Background: an optimization exercise with open tools, aiming at small area and few clock cycles. Do not read the settings as production practice.
In this exercise RTL edits were held to simulation tests only and were not proved equivalent to the original.
Power is estimated from default activity; no workload was simulated.

==> inputs of run Z <==
// ccbd
module ccbd (
    input  wire        clk,
    input  wire        rst,         
    input  wire        restart,
    input  wire        in_valid,
    input  wire [7:0]  in_data,
    output wire        in_ready,
    input  wire        in_close,
    output reg         frm_valid,
    input  wire        frm_ack,
    output wire [31:0] frm_seq,
    output wire [31:0] frm_len,
    output wire [31:0] frm_wid,
    output wire [31:0] frm_hgt,
    input  wire [7:0]  fb_raddr,
    output wire [7:0]  fb_rdata,
    output reg         rpt_valid,
    output wire [2:0]  rpt_code,
    output wire [7:0]  rpt_byte,
    output wire [2:0]  st,
    output wire [3:0]  status,
    output wire [2:0]  last_err,
    output wire [7:0]  err_byte
);
    localparam [2:0] S_SEEK   = 3'd0,
                     S_HEADER = 3'd1,
                     S_BODY   = 3'd2,
                     S_CLOSED = 3'd4,
                     S_FAULT  = 3'd5;
    localparam [2:0] E_CCE = 3'd1,
                     E_TSE = 3'd2,
                     E_FSM = 3'd3,
                     E_MV  = 3'd5;
    reg  [2:0]  st_r;
    reg  [3:0]  hidx;
    reg  [31:0] len_r, wid_r, hgt_r;
    reg         ph;
    reg  [3:0]  hnib;
    reg  [7:0]  bcnt;
    reg  [7:0]  dcnt;
    reg  [31:0] seq;
    reg  [3:0]  status_r;
    reg  [2:0]  last_err_r;
    reg  [7:0]  err_byte_r;
    reg  [2047:0] ring;
    wire [7:0]  bcnt_rot = {bcnt[6:0], bcnt[7]};
    wire [7:0]  wpos     = dcnt - bcnt_rot;
    wire        wpos_ok  = (wpos[5:0] == 6'd0) || (wpos == 8'hFF);
    wire in_body  = (st_r == S_BODY);
    wire stall    = in_body && ph && !wpos_ok;
  ...
make LEC_CHECK=0 CAP_MARGIN=20 CORE_MARGIN=2 CORE_UTILIZATION=30 CTS_BUF_LIST=sky130_fd_sc_hd__clkbuf_8 CTS_CLUSTER_DIAMETER=50 CTS_CLUSTER_SIZE=16 SLEW_MARGIN=20 SYNTH_HIERARCHICAL=1 finish   # period 12.0 ns
run.sh (not shown) runs the stock make flow with config.mk's settings and CLKGATE_MAP_FILE= SYNTH_SCRIPT=/design/flow/synth_recipe.tcl, a recipe that flattens the netlist after the stock synthesis.
==> run R: changes against run Z <==
==> flow/design.v (replaced) <==
module ccbd (
    input  wire        clk,
    input  wire        rst,         
    input  wire        restart,
    input  wire        in_valid,
    input  wire [7:0]  in_data,
    output wire        in_ready,
    input  wire        in_close,
    output reg         frm_valid,
    input  wire        frm_ack,
    output wire [31:0] frm_seq,
    output wire [31:0] frm_len,
    output wire [31:0] frm_wid,
    output wire [31:0] frm_hgt,
    input  wire [7:0]  fb_raddr,
    output wire [7:0]  fb_rdata,
    output reg         rpt_valid,
    output reg  [2:0]  rpt_code,
    output reg  [7:0]  rpt_byte,
    output wire [2:0]  st,
    output wire [3:0]  status,
    output wire [2:0]  last_err,
    output wire [7:0]  err_byte
);
    localparam FB_DEPTH = 256;
    localparam [2:0] S_SEEK   = 3'd0,
                     S_HEADER = 3'd1,
                     S_BODY   = 3'd2,
                     S_CLOSED = 3'd4,
                     S_FAULT  = 3'd5;
    localparam [2:0] E_CCE = 3'd1,
                     E_TSE = 3'd2,
                     E_FSM = 3'd3,
                     E_MV  = 3'd5;
    reg  [2:0]  st_r;
    reg  [3:0]  hidx;
    reg  [31:0] len_r, wid_r, hgt_r;
    reg         ph;
    reg  [3:0]  hnib;
    reg  [8:0]  bcnt;
    reg  [31:0] seq;
    reg  [31:0] frm_seq_r;
    reg  [3:0]  status_r;
    reg  [2:0]  last_err_r;
    reg  [7:0]  err_byte_r;
    reg  [7:0]  fb [0:FB_DEPTH-1];
    assign in_ready = (st_r == S_SEEK || st_r == S_HEADER || st_r == S_BODY) && !frm_valid;
    wire take_byte  = in_valid && in_ready;
    wire take_close = in_close && !in_valid && in_ready;
    wire [31:0] hdr_len = len_r;
    wire [31:0] hdr_wid = wid_r;
    wire [31:0] hdr_hgt = {in_data, hgt_r[23:0]};
    wire [63:0] area_px   = hdr_wid * hdr_hgt;
    wire [63:0] len_px    = {29'd0, hdr_len, 3'b000};
    wire        hdr_match = (area_px == len_px);
    wire        hdr_fits  = (hdr_len <= FB_DEPTH);
    wire        hdr_ok    = hdr_match && hdr_fits;
    wire        tag_ok    = (in_data[3:0] == 4'hF);
    wire [8:0]  bcnt_next = bcnt + 9'd1;
    wire        body_last = (bcnt_next == len_r[8:0]);
    always @(posedge clk) begin
        rpt_valid <= 1'b0;
        if (rst) begin
            st_r       <= S_SEEK;
            hidx       <= 4'd0;
            ph         <= 1'b0;
            bcnt       <= 9'd0;
            seq        <= 32'd0;
            status_r   <= 4'd0;
            last_err_r <= 3'd0;
            err_byte_r <= 8'd0;
            frm_valid  <= 1'b0;
        end else if (restart) begin
            st_r       <= S_SEEK;
            hidx       <= 4'd0;
            ph         <= 1'b0;
            bcnt       <= 9'd0;
            status_r   <= 4'd0;
            last_err_r <= 3'd0;
            err_byte_r <= 8'd0;
            frm_valid  <= 1'b0;
        end else if (frm_valid) begin
            if (frm_ack)
                frm_valid <= 1'b0;
        end else if (take_byte) begin
            case (st_r)
                S_SEEK: begin
                    if (in_data == 8'h00) begin
                        st_r <= S_HEADER;
                        hidx <= 4'd0;
                    end else begin
                        status_r[0] <= 1'b1;
                        last_err_r  <= E_MV;
                        err_byte_r  <= in_data;
                        rpt_valid   <= 1'b1;
                        rpt_code    <= E_MV;
                        rpt_byte    <= in_data;
                    end
                end
                S_HEADER: begin
                    case (hidx)
                        4'd0:  len_r[7:0]   <= in_data;
                        4'd1:  len_r[15:8]  <= in_data;
                        4'd2:  len_r[23:16] <= in_data;
                        4'd3:  len_r[31:24] <= in_data;
                        4'd4:  wid_r[7:0]   <= in_data;
                        4'd5:  wid_r[15:8]  <= in_data;
                        4'd6:  wid_r[23:16] <= in_data;
                        4'd7:  wid_r[31:24] <= in_data;
                        4'd8:  hgt_r[7:0]   <= in_data;
                        4'd9:  hgt_r[15:8]  <= in_data;
                        4'd10: hgt_r[23:16] <= in_data;
                        default: hgt_r[31:24] <= in_data;
                    endcase
                    if (hidx == 4'd11) begin
                        hidx <= 4'd0;
                        if (hdr_ok) begin
                            bcnt <= 9'd0;
                            ph   <= 1'b0;
                            if (hdr_len == 32'd0) begin
                                frm_valid <= 1'b1;
                                frm_seq_r <= seq;
                                seq       <= seq + 32'd1;
                                st_r      <= S_SEEK;
                            end else begin
                                st_r <= S_BODY;
                            end
                        end else begin
                            status_r[1] <= 1'b1;
                            last_err_r  <= E_FSM;
                            err_byte_r  <= 8'd0;
                            rpt_valid   <= 1'b1;
                            rpt_code    <= E_FSM;
                            rpt_byte    <= 8'd0;
                            st_r        <= S_SEEK;
                        end
                    end else begin
                        hidx <= hidx + 4'd1;
                    end
                end
                S_BODY: begin
                    if (!tag_ok) begin
                        status_r[2] <= 1'b1;
                        last_err_r  <= E_CCE;
                        err_byte_r  <= in_data;
                        rpt_valid   <= 1'b1;
                        rpt_code    <= E_CCE;
                        rpt_byte    <= in_data;
                        st_r        <= S_FAULT;
                    end else if (!ph) begin
                        hnib <= in_data[7:4];
                        ph   <= 1'b1;
                    end else begin
                        fb[bcnt[7:0]] <= {hnib, in_data[7:4]};
                        bcnt <= bcnt_next;
                        ph   <= 1'b0;
                        if (body_last) begin
                            frm_valid <= 1'b1;
                            frm_seq_r <= seq;
                            seq       <= seq + 32'd1;
                            st_r      <= S_SEEK;
                        end
                    end
                end
                default: ;
            endcase
        end else if (take_close) begin
            if (st_r == S_SEEK) begin
                st_r <= S_CLOSED;
            end else begin
                status_r[3] <= 1'b1;
                last_err_r  <= E_TSE;
                err_byte_r  <= 8'd0;
                rpt_valid   <= 1'b1;
                rpt_code    <= E_TSE;
                rpt_byte    <= 8'd0;
                st_r        <= S_FAULT;
            end
        end
    end
    assign frm_seq  = frm_seq_r;
    assign frm_len  = len_r;
    assign frm_wid  = wid_r;
    assign frm_hgt  = hgt_r;
    assign fb_rdata = fb[fb_raddr];
    assign st       = st_r;
    assign status   = status_r;
    assign last_err = last_err_r;
    assign err_byte = err_byte_r;
endmodule
Settings changed: CORE_UTILIZATION 30 to 40, CTS_BUF_LIST sky130_fd_sc_hd__clkbuf_8 to default, CTS_CLUSTER_DIAMETER 50 to default, CTS_CLUSTER_SIZE 16 to default, SYNTH_HIERARCHICAL 1 to default.
==> run P: changes against run Z <==
--- a/flow/design.v
+++ b/flow/design.v
@@ -52,20 +52,16 @@
     wire take_byte  = in_valid && in_ready;
     wire take_close = in_close && !in_valid && in_ready;
     wire [31:0] hdr_hgt   = {in_data, hgt_r[23:0]};
     wire        len_fits  = (len_r[31:9] == 23'd0) && (!len_r[8] || (len_r[7:0] == 8'd0));
     wire        len_zero  = (len_r == 32'd0);
     wire        wh_zero   = (wid_r == 32'd0) || (hdr_hgt == 32'd0);
     wire        wh_small  = (wid_r[31:12] == 20'd0) && (hdr_hgt[31:12] == 20'd0);
-    wire        wid_lt64  = (wid_r[11:6] == 6'd0);
-    wire        hgt_lt64  = (hgt_r[11:6] == 6'd0);
-    wire [11:0] mul_a     = wid_lt64 ? hgt_r[11:0] : wid_r[11:0];
-    wire [5:0]  mul_b     = wid_lt64 ? wid_r[5:0]  : hgt_r[5:0];
-    wire [17:0] prod      = mul_a * mul_b;
-    wire        prod_eq   = (wid_lt64 || hgt_lt64) && (prod == {6'd0, len_r[8:0], 3'b000});
+    wire [23:0] prod      = wid_r[11:0] * hgt_r[11:0];
+    wire        prod_eq   = (prod == {12'd0, len_r[8:0], 3'b000});
     wire        hdr_ok    = len_fits && (wh_small ? prod_eq : (len_zero && wh_zero));
     wire        tag_ok    = (in_data[3:0] == 4'hF);
     wire        body_last = ({1'b0, bcnt} + 9'd1 == len_r[8:0]);
     wire        body_wr   = take_byte && in_body && tag_ok && ph;
     wire        body_first = take_byte && in_body && tag_ok && !ph && (bcnt == 8'd0);
     wire [7:0]  wbyte     = {hnib, in_data[7:4]};
     integer i;
@@ -193,68 +189,19 @@
                 err_byte_r  <= 8'd0;
                 rpt_valid   <= 1'b1;
                 st_r        <= S_FAULT;
             end
         end
     end
     wire [7:0] rpos = dcnt + ~{fb_raddr[6:0], fb_raddr[7]};
-    wire [15:0] rsel_lo = 16'd1 << rpos[3:0];
-    wire [15:0] rsel_hi = 16'd1 << rpos[7:4];
-    genvar gb, gg, gj;
-    generate
-        for (gb = 0; gb < 8; gb = gb + 1) begin : g_rbit
-            wire [15:0] row;
-            for (gg = 0; gg < 16; gg = gg + 1) begin : g_row
-                wire [15:0] d;
-                for (gj = 0; gj < 16; gj = gj + 1) begin : g_col
-                    assign d[gj] = ring[(gg*16+gj)*8 + gb];
-                end
-                ccbd_ao16 u_row (.d(d), .s(rsel_lo), .y(row[gg]));
-            end
-            ccbd_ao16 u_col (.d(row), .s(rsel_hi), .y(fb_rdata[gb]));
-        end
-    endgenerate
+    assign fb_rdata = ring[rpos*8 +: 8];
     assign frm_seq  = seq;
     assign frm_len  = len_r;
     assign frm_wid  = wid_r;
     assign frm_hgt  = hgt_r;
     assign rpt_code = last_err_r;
     assign rpt_byte = err_byte_r;
     assign st       = st_r;
     assign status   = status_r;
     assign last_err = last_err_r;
     assign err_byte = err_byte_r;
 endmodule
-module ccbd_ao16 (
-    input  wire [15:0] d,
-    input  wire [15:0] s,
-    output wire        y
-);
-    wire [5:0] n;
-    ccbd_aoi222 u0 (.a(d[2:0]),   .b(s[2:0]),   .y(n[0]));
-    ccbd_aoi222 u1 (.a(d[5:3]),   .b(s[5:3]),   .y(n[1]));
-    ccbd_aoi222 u2 (.a(d[8:6]),   .b(s[8:6]),   .y(n[2]));
-    ccbd_aoi222 u3 (.a(d[11:9]),  .b(s[11:9]),  .y(n[3]));
-    ccbd_aoi222 u4 (.a(d[14:12]), .b(s[14:12]), .y(n[4]));
-    ccbd_nand2  u5 (.a(d[15]),    .b(s[15]),    .y(n[5]));
-    ccbd_nand6  u6 (.a(n), .y(y));
-endmodule
-module ccbd_aoi222 (
-    input  wire [2:0] a,
-    input  wire [2:0] b,
-    output wire       y
-);
-    assign y = ~((a[0] & b[0]) | (a[1] & b[1]) | (a[2] & b[2]));
-endmodule
-module ccbd_nand2 (
-    input  wire a,
-    input  wire b,
-    output wire y
-);
-    assign y = ~(a & b);
-endmodule
-module ccbd_nand6 (
-    input  wire [5:0] a,
-    output wire       y
-);
-    assign y = ~(&a);
-endmodule
Settings changed: CORE_UTILIZATION 30 to 40, CTS_BUF_LIST sky130_fd_sc_hd__clkbuf_8 to default, CTS_CLUSTER_DIAMETER 50 to default, CTS_CLUSTER_SIZE 16 to default, SYNTH_HIERARCHICAL 1 to default.
==> run G: changes against run Z <==
==> flow/flow/run.sh (new file) <==
#!/bin/bash
set -euo pipefail
export BUFFER_PORTS_ARGS="-buffer_cell sky130_fd_sc_hd__buf_1"
export CTS_ARGS="-sink_clustering_enable -repair_clock_nets -dont_use_dummy_load -buf_list sky130_fd_sc_hd__clkbuf_8 -sink_clustering_size 16 -sink_clustering_max_diameter 50"
bash standard.sh finish > standard_flow.log 2>&1
==> flow/standard.sh (new file) <==
#!/bin/bash
# synth_recipe.tcl (not shown) runs the flow's synth.tcl, then flattens the netlist and writes it again
# the make line also repeats each setting of config.mk as NAME=value (left out here)
make -C /OpenROAD-flow-scripts/flow DESIGN_CONFIG=/design/flow/config.mk WORK_HOME=/design/flow/orfs CLKGATE_MAP_FILE= SYNTH_SCRIPT=/design/flow/synth_recipe.tcl "${@:-finish}"
removed: flow/run.sh
==> summary.md <==
| Metric | Value |
|---|---|
| Iteration-0 DRC Markers | `just over 6000` |
| Maximum number of pins on one net before global-route repair | `105` |
| Share of cells above drive strength 1 | `under 10%` |
| Arrival time worst endpoint | `about 7.0 ns` |
| Compound-gate portion of the synthesized area | `12.64%` |
| Critical Setup Path Class | `in -> out` |
| Largest area contributor in the netlist | `sky130_fd_sc_hd__dfxtp_1` |
| Multi-input gate share of the layout cell area | `approximately 23%` |
| Clock slew at reported path FFs | `0.08 ns` |
| Run status | `timing/DRC/antenna clean` |
| Global Route met2 Usage | `between 20% and 30%` |
| Most repeated cell in the gate-level netlist after synthesis | `sky130_fd_sc_hd__dfxtp_1` |
| Required time reported for the critical path endpoint | `9.60 ns` |
| Reported combinational group power | `0.000466 W` |
| Kind of capture point of the worst setup path | `output pin` |
| Proportion of final cell area spent on non-clock buffers | `2.064%` |
| Most numerous cell types in the synthesized netlist | `sky130_fd_sc_hd__dfxtp_1, sky130_fd_sc_hd__a222oi_1, sky130_fd_sc_hd__nand2_1, sky130_fd_sc_hd__nand3_1, sky130_fd_sc_hd__nor2_1` |
| Global-route wire length before repair | `between 200000 and 250000 um` |
| P_clk | `0.00344 W` |
the above is filed under run G

==> summary.md <==
| Metric | Value |
|---|---|
| Most repeated cell in the gate-level netlist after synthesis | `sky130_fd_sc_hd__dfxtp_1` |
| Compound-gate portion of the synthesized area | `under 10%` |
| Largest area contributor in the netlist | `sky130_fd_sc_hd__dfxtp_1` |
| Proportion of final cell area spent on non-clock buffers | `3.114%` |
| Iteration-0 DRC Markers | `~1900` |
| Critical Setup Path Class | `in -> out` |
| Global Route met2 Usage | `~23%` |
| Most numerous cell types in the synthesized netlist | `sky130_fd_sc_hd__dfxtp_1, sky130_fd_sc_hd__mux4_2, sky130_fd_sc_hd__nand2_1, sky130_fd_sc_hd__inv_1, sky130_fd_sc_hd__clkbuf_1` |
| Maximum number of pins on one net before global-route repair | `83` |
| Global-route wire length before repair | `between 200000 and 250000 um` |
| Multi-input gate share of the layout cell area | `between 20% and 30%` |
| Arrival time worst endpoint | `just under 8 ns` |
| Required time reported for the critical path endpoint | `between 9 and 10 ns` |
| P_clk | `approximately 0.0066 W` |
| Run status | `timing/DRC/antenna clean` |
the above is filed under run P

==> summary.md <==
| Metric | Value |
|---|---|
| Run status | `timing/DRC/antenna clean` |
| Cell depth of the worst min-delay path | `2` |
| Most repeated cell in the gate-level netlist after synthesis | `sky130_fd_sc_hd__edfxtp_1` |
| Global Route met2 Usage | `34.46%` |
| Iteration-0 DRC Markers | `a little under 7000` |
| Share of cells above drive strength 1 | `15.49%` |
| Average detailed-routed wire length per instance | `between 20 and 30 um` |
| Die footprint | `around 300000 sq um` |
| Compound-gate portion of the synthesized area | `under 10%` |
| Arrival time worst endpoint | `between 10 and 15 ns` |
| P_clk | `0.00695 W` |
| Proportion of final cell area spent on non-clock buffers | `2.680%` |
| Required time reported for the critical path endpoint | `between 10 and 15 ns` |
| Multi-input gate share of the layout cell area | `between 30% and 40%` |
| Maximum number of pins on one net before global-route repair | `approximately 240` |
| Global-route wire length before repair | `just under 500000 um` |
| Clock slew at reported path FFs | `roughly 0.060 ns` |
| Most numerous cell types in the synthesized netlist | `sky130_fd_sc_hd__edfxtp_1, sky130_fd_sc_hd__fa_1, sky130_fd_sc_hd__nand2_1, sky130_fd_sc_hd__mux4_2, sky130_fd_sc_hd__inv_1` |
| Reported combinational group power | `0.00667 W` |
the above is filed under run R

==> summary.md <==
| Metric | Value |
|---|---|
| Reported combinational group power | `about 0.00049 W` |
| Proportion of final cell area spent on non-clock buffers | `under 10%` |
| Global-route wire length before repair | `approximately 250000 um` |
| Global Route met2 Usage | `approximately a quarter` |
| Synth cell types | `73` |
| Clock slew at reported path FFs | `0.10 ns` |
| Number of optimization iterations in the first detailed-route pass | `9` |
| Number of buffers between clock root and the deepest sink | `3` |
| Critical Setup Path Class | `in -> out` |
| Kind of capture point of the worst setup path | `output pin` |
| Most repeated cell in the gate-level netlist after synthesis | `sky130_fd_sc_hd__dfxtp_1` |
| Multi-input gate share of the layout cell area | `22.08%` |
| Iteration-0 DRC Markers | `slightly above 6000` |
| Clock network share of area | `4.036%` |
| Most numerous cell types in the synthesized netlist | `sky130_fd_sc_hd__dfxtp_1, sky130_fd_sc_hd__a222oi_1, sky130_fd_sc_hd__nand2_1, sky130_fd_sc_hd__nand3_1, sky130_fd_sc_hd__nor2_1` |
| Maximum number of pins on one net before global-route repair | `77` |
| Run status | `timing/DRC/antenna clean` |
| Largest area contributor in the netlist | `sky130_fd_sc_hd__dfxtp_1` |
| Share of cells above drive strength 1 | `under 10%` |
| Required time reported for the critical path endpoint | `~9.6 ns` |
the above is filed under run Z

Testbench counts of run Z, summed over its fixed seeds: cycles 38,806.
Testbench counts of run R, summed over its fixed seeds: cycles 38,806.
Testbench counts of run P, summed over its fixed seeds: cycles 38,806.
Testbench counts of run G, summed over its fixed seeds: cycles 38,806.

[afterwards: timing with drivers on the ports]
How much do the figures lean on ideal ports? The routed layouts below were timed once more, with nothing changed but the port constraints. Step 1 assumes that a clkbuf_16 drives the clock port and a buf_2 every other input. Step 2 moves the port delays by t, midway between the first and last clock arrival at a register: inputs arrive t later, outputs are due t later. That takes back most of the time a late clock gives input paths. Slacks: no drivers / after step 1 / after step 2; pairs: no drivers / after step 1.
| run | shift t [ns] | slack for setup (ns) | worst hold slack (ns) | worst setup path at the end | cell pins on the clock port's net |
|---|---|---|---|---|---|
| run Z | 0.983 | 1.870 / 1.844 / 1.844 | 0.307 / 0.307 / 0.307 | input to output | 1 |
| run R | 0.972 | 0.992 / 1.027 / 0.079 | 0.455 / 0.455 / 0.455 | input to register | 1 |
| run P | 0.867 | 1.831 / 1.811 / 1.811 | 0.302 / 0.302 / 0.302 | input to output | 1 |
| run G | 0.927 | 2.580 / 2.557 / 2.557 | 0.221 / 0.221 / 0.221 | input to output | 1 |
After both steps every run listed still meets setup and hold. The setup slack of run R, which loses most, moves by +0.035 ns with the drivers and by -0.913 ns with both steps.
